Context: an optimization exercise on an open-source flow, tuned for small area, a short achievable clock period and few clock cycles per item. The choices shown serve that exercise and are no tape-out recipe.
The RTL was checked by simulation tests, not by an equivalence proof against the original design.

<file path="design/flow/config.mk">
export PLATFORM = sky130hd
export DESIGN_NAME = sha256_core
export DESIGN_NICKNAME = sha256_core
export VERILOG_FILES = /design/flow/design.v
export SDC_FILE = /design/flow/constraint.sdc
export NUM_CORES = 4
export LEC_CHECK = 0
export CAP_MARGIN = 20
export CORE_MARGIN = 2
export CORE_UTILIZATION = 30
export SETUP_SLACK_MARGIN = 4.6
export SLEW_MARGIN = 20
</file>
<file path="design/flow/constraint.sdc">
create_clock -name core_clock -period 9.0 [get_ports {clk}]
set_input_delay 1.8000 -clock core_clock [delete_from_list [all_inputs] [get_ports {clk}]]
set_output_delay 1.8000 -clock core_clock [all_outputs]
set_load 0.01 [all_outputs]
</file>
<file path="design/flow/design.v">
module sha256_core (
    input  wire         clk,
    input  wire         rst,
    input  wire         start,
    input  wire         first,
    input  wire [511:0] block,
    output wire         ready,
    output reg          done,
    output reg  [255:0] digest
);
    reg [5:0]  c;                
    reg [31:0] kc;               
    always @(*) begin
        case (c)
            6'd0:  kc = 32'h428a2f98;  6'd1:  kc = 32'h71374491;
            6'd2:  kc = 32'hb5c0fbcf;  6'd3:  kc = 32'he9b5dba5;
            6'd4:  kc = 32'h3956c25b;  6'd5:  kc = 32'h59f111f1;
            6'd6:  kc = 32'h923f82a4;  6'd7:  kc = 32'hab1c5ed5;
            6'd8:  kc = 32'hd807aa98;  6'd9:  kc = 32'h12835b01;
            6'd10: kc = 32'h243185be;  6'd11: kc = 32'h550c7dc3;
            6'd12: kc = 32'h72be5d74;  6'd13: kc = 32'h80deb1fe;
            6'd14: kc = 32'h9bdc06a7;  6'd15: kc = 32'hc19bf174;
            6'd16: kc = 32'he49b69c1;  6'd17: kc = 32'hefbe4786;
            6'd18: kc = 32'h0fc19dc6;  6'd19: kc = 32'h240ca1cc;
            6'd20: kc = 32'h2de92c6f;  6'd21: kc = 32'h4a7484aa;
            6'd22: kc = 32'h5cb0a9dc;  6'd23: kc = 32'h76f988da;
            6'd24: kc = 32'h983e5152;  6'd25: kc = 32'ha831c66d;
            6'd26: kc = 32'hb00327c8;  6'd27: kc = 32'hbf597fc7;
            6'd28: kc = 32'hc6e00bf3;  6'd29: kc = 32'hd5a79147;
            6'd30: kc = 32'h06ca6351;  6'd31: kc = 32'h14292967;
            6'd32: kc = 32'h27b70a85;  6'd33: kc = 32'h2e1b2138;
            6'd34: kc = 32'h4d2c6dfc;  6'd35: kc = 32'h53380d13;
            6'd36: kc = 32'h650a7354;  6'd37: kc = 32'h766a0abb;
            6'd38: kc = 32'h81c2c92e;  6'd39: kc = 32'h92722c85;
            6'd40: kc = 32'ha2bfe8a1;  6'd41: kc = 32'ha81a664b;
            6'd42: kc = 32'hc24b8b70;  6'd43: kc = 32'hc76c51a3;
            6'd44: kc = 32'hd192e819;  6'd45: kc = 32'hd6990624;
            6'd46: kc = 32'hf40e3585;  6'd47: kc = 32'h106aa070;
            6'd48: kc = 32'h19a4c116;  6'd49: kc = 32'h1e376c08;
            6'd50: kc = 32'h2748774c;  6'd51: kc = 32'h34b0bcb5;
            6'd52: kc = 32'h391c0cb3;  6'd53: kc = 32'h4ed8aa4a;
            6'd54: kc = 32'h5b9cca4f;  6'd55: kc = 32'h682e6ff3;
            6'd56: kc = 32'h748f82ee;  6'd57: kc = 32'h78a5636f;
            6'd58: kc = 32'h84c87814;  6'd59: kc = 32'h8cc70208;
            6'd60: kc = 32'h90befffa;  6'd61: kc = 32'ha4506ceb;
            6'd62: kc = 32'hbef9a3f7;  default: kc = 32'hc67178f2;
        endcase
    end
    localparam [255:0] IV = {32'h6a09e667, 32'hbb67ae85, 32'h3c6ef372, 32'ha54ff53a,
                             32'h510e527f, 32'h9b05688c, 32'h1f83d9ab, 32'h5be0cd19};
    reg         prep;            
    reg         rnd;             
    reg         fin;             
    reg         use_iv;          
    reg [31:0]  ra, rb, rc, rd, re, rf, rg, rh;
    reg [31:0]  hkw;             
    reg [511:0] w;               
    wire last = rnd & (c == 6'd0);           
    assign ready = ~(prep | (rnd & ~last));
    wire accept = start & ready;
    wire [31:0] s1   = {re[5:0], re[31:6]} ^ {re[10:0], re[31:11]} ^ {re[24:0], re[31:25]};
    wire [31:0] ch   = (re & rf) ^ (~re & rg);
    wire [31:0] s0   = {ra[1:0], ra[31:2]} ^ {ra[12:0], ra[31:13]} ^ {ra[21:0], ra[31:22]};
    wire [31:0] maj  = (ra & rb) ^ (ra & rc) ^ (rb & rc);
    wire [31:0] m_s = s1 ^ ch ^ hkw;
    wire [31:0] m_c = {(s1[30:0] & ch[30:0]) | (s1[30:0] & hkw[30:0]) | (ch[30:0] & hkw[30:0]), 1'b0};
    wire [31:0] x_s = m_s ^ m_c ^ s0;
    wire [31:0] x_c = {(m_s[30:0] & m_c[30:0]) | (m_s[30:0] & s0[30:0]) | (m_c[30:0] & s0[30:0]), 1'b0};
    wire [31:0] y_s = x_s ^ x_c ^ maj;
    wire [31:0] y_c = {(x_s[30:0] & x_c[30:0]) | (x_s[30:0] & maj[30:0]) | (x_c[30:0] & maj[30:0]), 1'b0};
    wire [31:0] a_nx = y_s + y_c;
    wire [31:0] v_s = m_s ^ m_c ^ rd;
    wire [31:0] v_c = {(m_s[30:0] & m_c[30:0]) | (m_s[30:0] & rd[30:0]) | (m_c[30:0] & rd[30:0]), 1'b0};
    wire [31:0] e_nx = v_s + v_c;
    wire [31:0] w0   = w[511:480];
    wire [31:0] w1   = w[479:448];
    wire [31:0] w9   = w[223:192];
    wire [31:0] w14  = w[63:32];
    wire [31:0] ss0  = {w1[6:0], w1[31:7]} ^ {w1[17:0], w1[31:18]} ^ (w1 >> 3);
    wire [31:0] ss1  = {w14[16:0], w14[31:17]} ^ {w14[18:0], w14[31:19]} ^ (w14 >> 10);
    wire [31:0] w_new = ss1 + w9 + ss0 + w0;
    wire        step = fin | (rnd & ((c == 6'd62) | (c == 6'd63) | (c == 6'd0)));
    reg  [31:0] iv_a, iv_e;
    always @(*) begin
        if (fin) begin
            iv_a = IV[255:224]; iv_e = IV[127:96];
        end else begin
            case (c[1:0])
                2'd2:    begin iv_a = IV[159:128]; iv_e = IV[31:0];  end
                2'd3:    begin iv_a = IV[191:160]; iv_e = IV[63:32]; end
                default: begin iv_a = IV[223:192]; iv_e = IV[95:64]; end
            endcase
        end
    end
    reg         fin_iv;          
    wire        cur_iv = fin ? fin_iv : use_iv;
    wire [31:0] h_a   = cur_iv ? iv_a : digest[159:128];
    wire [31:0] h_e   = cur_iv ? iv_e : digest[31:0];
    wire [31:0] sum_a = h_a + ra;
    wire [31:0] sum_e = h_e + re;
    wire [255:0] chain = fin ? {sum_a, digest[255:160], sum_e, digest[127:32]} : digest;
    wire [255:0] init  = use_iv ? IV : chain;
    wire [31:0]  h0    = init[31:0];
    wire [31:0] hkw_nx = (prep ? h0 : rg) + kc + w0;
    always @(posedge clk) begin
        hkw <= hkw_nx;
        if (prep) begin
            {ra, rb, rc, rd, re, rf, rg, rh} <= init;
        end else begin
            rh <= rg;
            rg <= rf;
            rf <= re;
            re <= e_nx;
            rd <= rc;
            rc <= rb;
            rb <= ra;
            ra <= a_nx;
        end
        if (accept)
            w <= block;
        else
            w <= {w[479:0], w_new};
        if (step)
            digest <= {sum_a, digest[255:160], sum_e, digest[127:32]};
        if (accept)
            use_iv <= first;
        if (last)
            fin_iv <= use_iv;
        if (rst) begin
            prep <= 1'b0;
            rnd  <= 1'b0;
            fin  <= 1'b0;
            done <= 1'b0;
            c    <= 6'd0;
        end else begin
            done <= fin;
            fin  <= last;
            prep <= accept;
            if (prep)
                rnd <= 1'b1;
            else if (last)
                rnd <= 1'b0;
            if (prep | (rnd & ~last))
                c <= c + 6'd1;
        end
    end
endmodule
</file>
<file path="design/flow/flow/run.sh">
#!/bin/bash
# The standard layout, with the port buffers made of the smallest buffer cell.
set -euo pipefail
bash standard.sh "BUFFER_PORTS_ARGS=-buffer_cell sky130_fd_sc_hd__buf_1" finish > standard_flow.log 2>&1
</file>
<file path="design/flow/standard.sh">
#!/bin/bash
# synth_recipe.tcl (not shown) runs the flow's synth.tcl, then flattens the netlist and writes it again
# the make line also repeats each setting of config.mk as NAME=value (left out here)
make -C /OpenROAD-flow-scripts/flow DESIGN_CONFIG=/design/flow/config.mk WORK_HOME=/design/flow/orfs CLKGATE_MAP_FILE= SYNTH_SCRIPT=/design/flow/synth_recipe.tcl "${@:-finish}"
</file>
==> results.toml, run 1 <==
[finish]
layout-drive-gt1-share_pct = 11.6
area_growth_pct = 23.2
regMostFlops = "w"
fin_nets = 7900
top_regs = "w: 512 flops, digest: 256 flops"
largest_register_ffs = 512
final_area_mm2 = 0.0692

[clock_network]
clk_latency_ns = 0.81
path_clk_slew_ns = 0.06
clockRootBuffer = "clkbuf_16"
clock_sinks = 1068
clockBufferDepth = 3
cts_made_buffers = 121
htreeDepth = 3
cts_tree = "done"

[floorplan]
ios = 774
start_util_pct = 30.2
num_rows = 158
die_area_mm2 = 0.191
die-height_um = 437
fp.dieW_um = 437
core_mm2 = 0.186

[placed_design]
dpl_cell_area_mm2 = 0.0615
port_buffers = 773
place.gp.congestion = 0.980
dp_hpwl_um = 189000

[setup_path]
crit_arrival_ns = 5.53
max_stage_delay_ns = 0.54
cp-start-kind = "flop"
cp_slowest_cell = "fa_2"
cp.required_ns = 9.65
cp_cell_sequence = "xnor2_4, xnor2_4, fa_2, xor2_4, xnor2_2, fa_1, inv_1, ha_2, inv_2, fa_2, nor2b_2, o21ai_2, a211oi_4, buf_4, o211a_1, o21a_1, a221o_1, a21o_1, a211oi_2, nor3_1, a221o_1"
path_class = "flop to flop"
endpoint_kind = "flop"
cp_max_fo = 3

[logic_synthesis]
synthArstFlopShare_pct = 0
synth-main-ff-cell = "dfxtp_1"
syn_avg_cell_area_um2 = 9.03
synth.net_count = 7137
ys_seq_area_share_pct = 42.6
synth_edf_count = 258
synth.distinct_cells = 94
synthesis.area_mm2 = 0.0562
synth-warning-count = 1
ys_ff_latch = 1068
synth_cells = 6225

[sta]
final.setup_skew_ns = 0.0520
fmax_ghz = 0.205
timing.final.hold_violations = 0
rsz0062_at_grt = "yes"
finalSetupViolCount = 0
slew_headroom_pct = 21.6
tns_ns = 0
drv_slew = 0
fin_crit_ns = 4.88
min_period_over_period_pct = 54.2
worst_pin_slew_ns = 1.18

[drt]
wl_met2_um = 121000
wl_met1_um = 93000
routedWlPerCell_um = 25.6
drc = 0
num_vias = 48200
detail-route-antenna-nets = 0
drtPass1Iterations = 6
drt_iter0_drc = 4103
top_layer = "met5"
wl_um = 246000
via_per_inst = 5.03
wl_met3_um = 15300

[global_routing]
grt_max_degree = 230
grt-ovfl-total = 0
grt_pass1_vias = 47100
grt_first_pass_wirelength_um = 339000
grt_usage_pct = 24.5
antenna_found_initial = 18

[hold_path]
holdCritPathClass = "flop to flop"

[outcome]
outcome = "timing/DRC/antenna clean"

[job]
max_cap_viol_count = 0
## synth_stat cells (12+ instances only)
master        n  area, µm²
a211oi_1     23        173
a21o_1       98        736
a21oi_1     366       1830
a221oi_1     12        105
a22oi_1      24        180
a31oi_1      30        188
and3_1       20        125
buf_1        19       71.3
buf_2        35        175
clkbuf_1    284       1070
dfxtp_1     810      16200
edfxtp_1    258       7750
fa_1        191       3820
ha_1        205       2560
inv_1       313       1170
maj3_1       43        430
mux2_2       27        304
mux2i_1     245       2450
nand2_1    1627       6110
nand2b_1     27        169
nand3_1      40        200
nand4_1      16        100
nor2_1      353       1330
nor2b_1      17        106
nor3_1       54        270
o211ai_1     32        240
o21a_1       27        203
o21ai_0     195        976
o21bai_1     23        173
o22ai_1      67        419
o2bb2ai_1    65        569
o311ai_0     14        123
o31ai_1      14        105
or3_1        19        119
xnor2_1     338       2960
xor2_1      127       1110
## cell families (layout without fill, tap and decap cells)
group           after synthesis  in the layout  share of synthesized area (%)
compound gates             1106           1106                           12.7
buf+inv                     655           1521                           4.45
simple gates               2216           2218                           15.7
flops                      1068           1068                           42.6
mux                         276            276                           5.07
other cells                   0              8                              0
fa+ha+maj                   439            439                           12.1
xor+xnor                    465            465                           7.25
## metrics by stage
stage	setup slack, ns	hold slack (ns)	std cells	utilization [%]
global route	4.04	0.420	9580	37.3
detailed placement	3.18	0.404	9197	33.1
global placement	3.31	0.404	9197	33.1
CTS	4.16	0.404	9506	36.4
finish	4.12	0.410	9581	37.3
floorplan	4.54	0.399	6225	-
## cell usage in the layout, fill, tap and decap left out, drive strengths merged, types with 16 or more instances in the layout
cell type	synthesis	layout
nand2	1628	1630
buf	54	972
dfxtp	810	810
a21oi	368	368
nor2	353	353
xnor2	338	338
inv	315	318
edfxtp	258	258
mux2i	245	245
ha	205	205
o21ai	202	202
fa	191	191
clkbuf	284	157
xor2	127	127
a21o	99	99
o22ai	67	67
o2bb2ai	65	65
nor3	54	54
maj3	43	43
nand3	43	43
clkinv	2	39
o211ai	32	32
a31oi	31	31
o21a	27	27
nand2b	27	27
mux2	27	27
a211oi	26	26
a22oi	24	24
o21bai	23	23
and3	20	20
or3	20	20
clkinvlp	0	19
nor2b	17	17
nand4	16	16
o31ai	16	16
## path summary, 6_finish.rpt
check         start     end  slack [ns]  cells after the start
max reg2reg   re[7]  ra[21]        4.12                     21
min          w[393]  w[425]        0.41                      2
min reg2reg  w[393]  w[425]        0.41                      2
max           re[7]  ra[21]        4.12                     21
## final cells by class
cell class | count | area, µm²
inverters | 317 | 1230
multi-input cells | 4504 | 31800
flip-flops and latches | 1068 | 24100
diodes | 8 | 20.0
clock inverters | 73 | 886
repair buffers | 976 | 4740
well taps | 2480 | 3100
fillers | 19000 | 117000
clock buffers | 155 | 3370
## worst max-delay path: cells and delay by family (launching register included)
kind	cells	cell delay (ns)
AO/OA/AOI/OAI	8	1.73
XOR/XNOR	4	0.74
adder cells (fa/ha/maj)	4	1.44
buffers and inverters	3	0.26
flip-flops	1	0.38
AND/OR/NAND/NOR	2	0.14
## metal layers
layer | track usage (%) | vias to the layer above
li1 | - | 22400
met1 | 28.5 | 23200
met2 | 42.8 | 2092
met3 | 4.05 | 536
met4 | 13.8 | 12
met5 | 0 | -
## timing repair
| action | CTS | global route |
|---|---|---|
| resized for setup | 281 | 189 |
| setup endpoints to repair | 149 | 75 |
| buffers inserted | 79 | 62 |
| hold buffers | 0 | 0 |
| pin swaps | 87 | 126 |
| cloned | 2 | 4 |
Testbench counts, summed over its fixed seeds: cycles 83,216, items 1,280.
==> run 2: changes to the inputs <==
==> design/flow/run.sh (new file) <==
#!/bin/bash
# synth_recipe.tcl (not shown) runs the flow's synth.tcl, then flattens the netlist and writes it again
# the make line also repeats each setting of config.mk as NAME=value (left out here)
make -C /OpenROAD-flow-scripts/flow DESIGN_CONFIG=/design/flow/config.mk WORK_HOME=/design/flow/orfs CLKGATE_MAP_FILE= SYNTH_SCRIPT=/design/flow/synth_recipe.tcl finish
removed: design/flow/flow/run.sh
removed: design/flow/standard.sh
==> run 2 against run 1 <==
  * Maximum frequency grew 2.5%
  * Cell area increased by 7.3%
  * Sequential share of layout area is 2.4 points lower
  * Worst setup slack better by 0.12 ns
  * Routed wire length increased by 1.8%
  * Clock skew decreased by 0.010 ns
  * Area after synthesis did not move
  * Die area is the same
  * Non-clock buffer count fell by 5
==> results.toml, run 2 <==
[outcome]
outcome = "timing/DRC/antenna clean"

[sta]
fmax_ghz = 0.210
min_period_over_period_pct = 52.9
fin_crit_ns = 4.76
whs_ns = 0.417
rsz0062_at_grt = "yes"
tns_ns = 0
timing.final.hold_violations = 0
worst_pin_slew_ns = 1.12
finalSetupViolCount = 0
final.setup_skew_ns = 0.0420
slew_headroom_pct = 25.0
setup_ws_ns = 4.24
drv_slew = 0

[logic_synthesis]
synth-main-ff-cell = "dfxtp_1"
ys_seq_area_share_pct = 42.6
synth.distinct_cells = 94
synth.net_count = 7137
synth_cells = 6225
syn_avg_cell_area_um2 = 9.03
synthesis.area_mm2 = 0.0562
synth-warning-count = 1
synthTopCellsByCount = "nand2_1, dfxtp_1, a21oi_1"
synth.most_common_cell = "nand2_1"
ys_top_cells_by_area = "dfxtp_1, edfxtp_1, nand2_1"
synthArstFlopShare_pct = 0
synth_top_cell_by_area = "dfxtp_1"
synth_top_cell_area_share_pct = 28.9
synth_edf_count = 258
ys_ff_latch = 1068

[drt]
wl_met2_um = 124000
wl_met1_um = 94200
top_layer = "met5"
drtPass1Iterations = 6
wl_met3_um = 15500
detail-route-antenna-nets = 0
via_per_inst = 5.05
routedWlPerCell_um = 26.1
drc = 0
num_vias = 48400
wl_um = 250000
drt_iter0_drc = 3965

[setup_path]
rr_worst_depth = 17
cp_slowest_cell = "fa_2"
path_buf_inv = 1
crit_top_cell = "fa_1"
cp_max_fo = 5
rrSetupSlack_ns = 4.24
cp.required_ns = 9.66
cp.depth = 17
cp_cell_sequence = "buf_12, xnor2_4, xnor2_2, fa_2, fa_1, fa_1, ha_4, nand3_2, or3_4, or3b_1, o211a_1, nand3_4, a31oi_4, o21a_1, o31ai_2, xnor2_1, a21boi_1"
path_class = "flop to flop"
max_stage_delay_ns = 0.62
cp-start-kind = "flop"
crit_family = "adder cells"
crit_arrival_ns = 5.42
endpoint_kind = "flop"

[finish]
layout_common_cells = "nand2_1, clkdlybuf4s50_1, dfxtp_1"
final_common_cell = "nand2_1"
regMostFlops = "w"
utilization_pct = 40.0
fin_nets = 7903
top_regs = "w: 512 flops, digest: 256 flops"
num-fill-cells = 18300
area_growth_pct = 32.2
largest_register_ffs = 512
layout-drive-gt1-share_pct = 11.5

[global_routing]
grt_pass1_vias = 47800
grt_max_degree = 203
grt_first_pass_wirelength_um = 346000
grt-ovfl-total = 0
antenna_found_initial = 23
grt_usage_pct = 25.1

[clock_network]
htreeDepth = 4
clockBufferDepth = 3
cts_tree = "done"
clockRootBuffer = "clkbuf_16"
cts_made_buffers = 130
clk_latency_ns = 0.80
clock_sinks = 1068
path_clk_slew_ns = 0.06

[job]
max_cap_viol_count = 0

[floorplan]
die-height_um = 437
fp.dieW_um = 437
start_util_pct = 30.2
num_rows = 158
core_mm2 = 0.186
ios = 774
die_area_mm2 = 0.191

[hold_path]
holdCritPathClass = "flop to flop"
hold-path-cell-count = 2

[placed_design]
place.gp.congestion = 0.965
dp_hpwl_um = 191000
place_worst_setup_slack_ns = 2.70
port_buffers = 773
run 2: cell types whose count changed in the layout (fill, tap and decap cells not counted), moves of 11 or more:
cell,change
buf_1,-773
buf_4,-15
bufinv_16,-11
clkbuf_1,+17
clkbuf_16,+16
clkdlybuf4s50_1,+772
run 2: final timing paths:
path | from | to
worst max-delay path | re[12] | ra[30]
worst min-delay path | w[23] | w[55]
worst max register to register | re[12] | ra[30]
worst min register to register | w[23] | w[55]
run 2: stage by stage:
| stage | instance area, µm² | instances |
|---|---|---|
| floorplan | 56400 | 6225 |
| global placement | 66400 | 9195 |
| detailed placement | 66400 | 9195 |
| CTS | 72800 | 9501 |
| global route | 74200 | 9579 |
| finish | 74300 | 9581 |
run 2: what timing repair did:
| action | CTS | global route |
|---|---|---|
| setup endpoints to repair | 170 | 74 |
| pin swaps | 96 | 122 |
| buffers inserted | 69 | 65 |
| hold buffers | 0 | 0 |
| resized for setup | 318 | 170 |
| gates cloned | 5 | 5 |
run 2: cell type report:
cell class,count,area (µm²),share of cell area (%)
repair buffers,971,9730,13.1
clock buffers,180,3700,4.98
well taps,2480,3100,4.18
multi-input cells,4503,31800,42.9
inverters,317,1220,1.64
diodes,10,25.0,0.0337
clock inverters,52,537,0.723
flip-flops and latches,1068,24100,32.5
run 2: logic make-up (layout without fill, tap and decap cells):
family / Yosys count / in the layout / share of synthesized area [%]
fa+ha+maj: 439 / 439 / 12.1
buf+inv: 655 / 1520 / 4.45
xor+xnor: 465 / 465 / 7.25
flops: 1068 / 1068 / 42.6
other cells: 0 / 10 / 0
mux: 276 / 276 / 5.07
compound gates: 1106 / 1106 / 12.7
simple gates: 2216 / 2217 / 15.7
run 2: routing by layer:
metal / global-route usage [%] / vias up
met5: 0 / -
met4: 13.6 / 14
met3: 4.52 / 558
met2: 44.3 / 1983
met1: 28.5 / 23400
li1: - / 22400
run 2: worst min-delay path, stage by stage (launching register included):
cell	delay (ns)
dfxtp_1	0.31
nand2_1	0.05
nand2_1	0.06

==> afterwards: timing with drivers on the ports <==
No port has a modelled driver above. Below, the same layouts with a new extraction and two added sets of constraints.
Step 1 (the two cells are an assumption about what drives the block):
set clk [get_ports {clk}]
set_driving_cell -lib_cell sky130_fd_sc_hd__clkbuf_16 $clk
set_driving_cell -lib_cell sky130_fd_sc_hd__buf_2 [delete_from_list [all_inputs] $clk]
Step 2 times the ports against the registers' clock, not the clock port: input delays grow and output delays shrink by t, the midpoint of the rising clock arrivals with the driver on.
Slacks: no drivers / after step 1 / after step 2; pairs: no drivers / after step 1.
run	t, ns	slack for setup (ns)	worst register clock-pin slew, ns
run 1	0.866	4.125 / 4.125 / 3.930	0.07 / 0.07
run 2	0.865	4.243 / 4.243 / 3.780	0.07 / 0.07
After both steps every run listed still meets setup and hold. For run 2, which loses most, drivers alone change the setup slack by 0.000 ns; drivers and shift together by -0.463 ns.
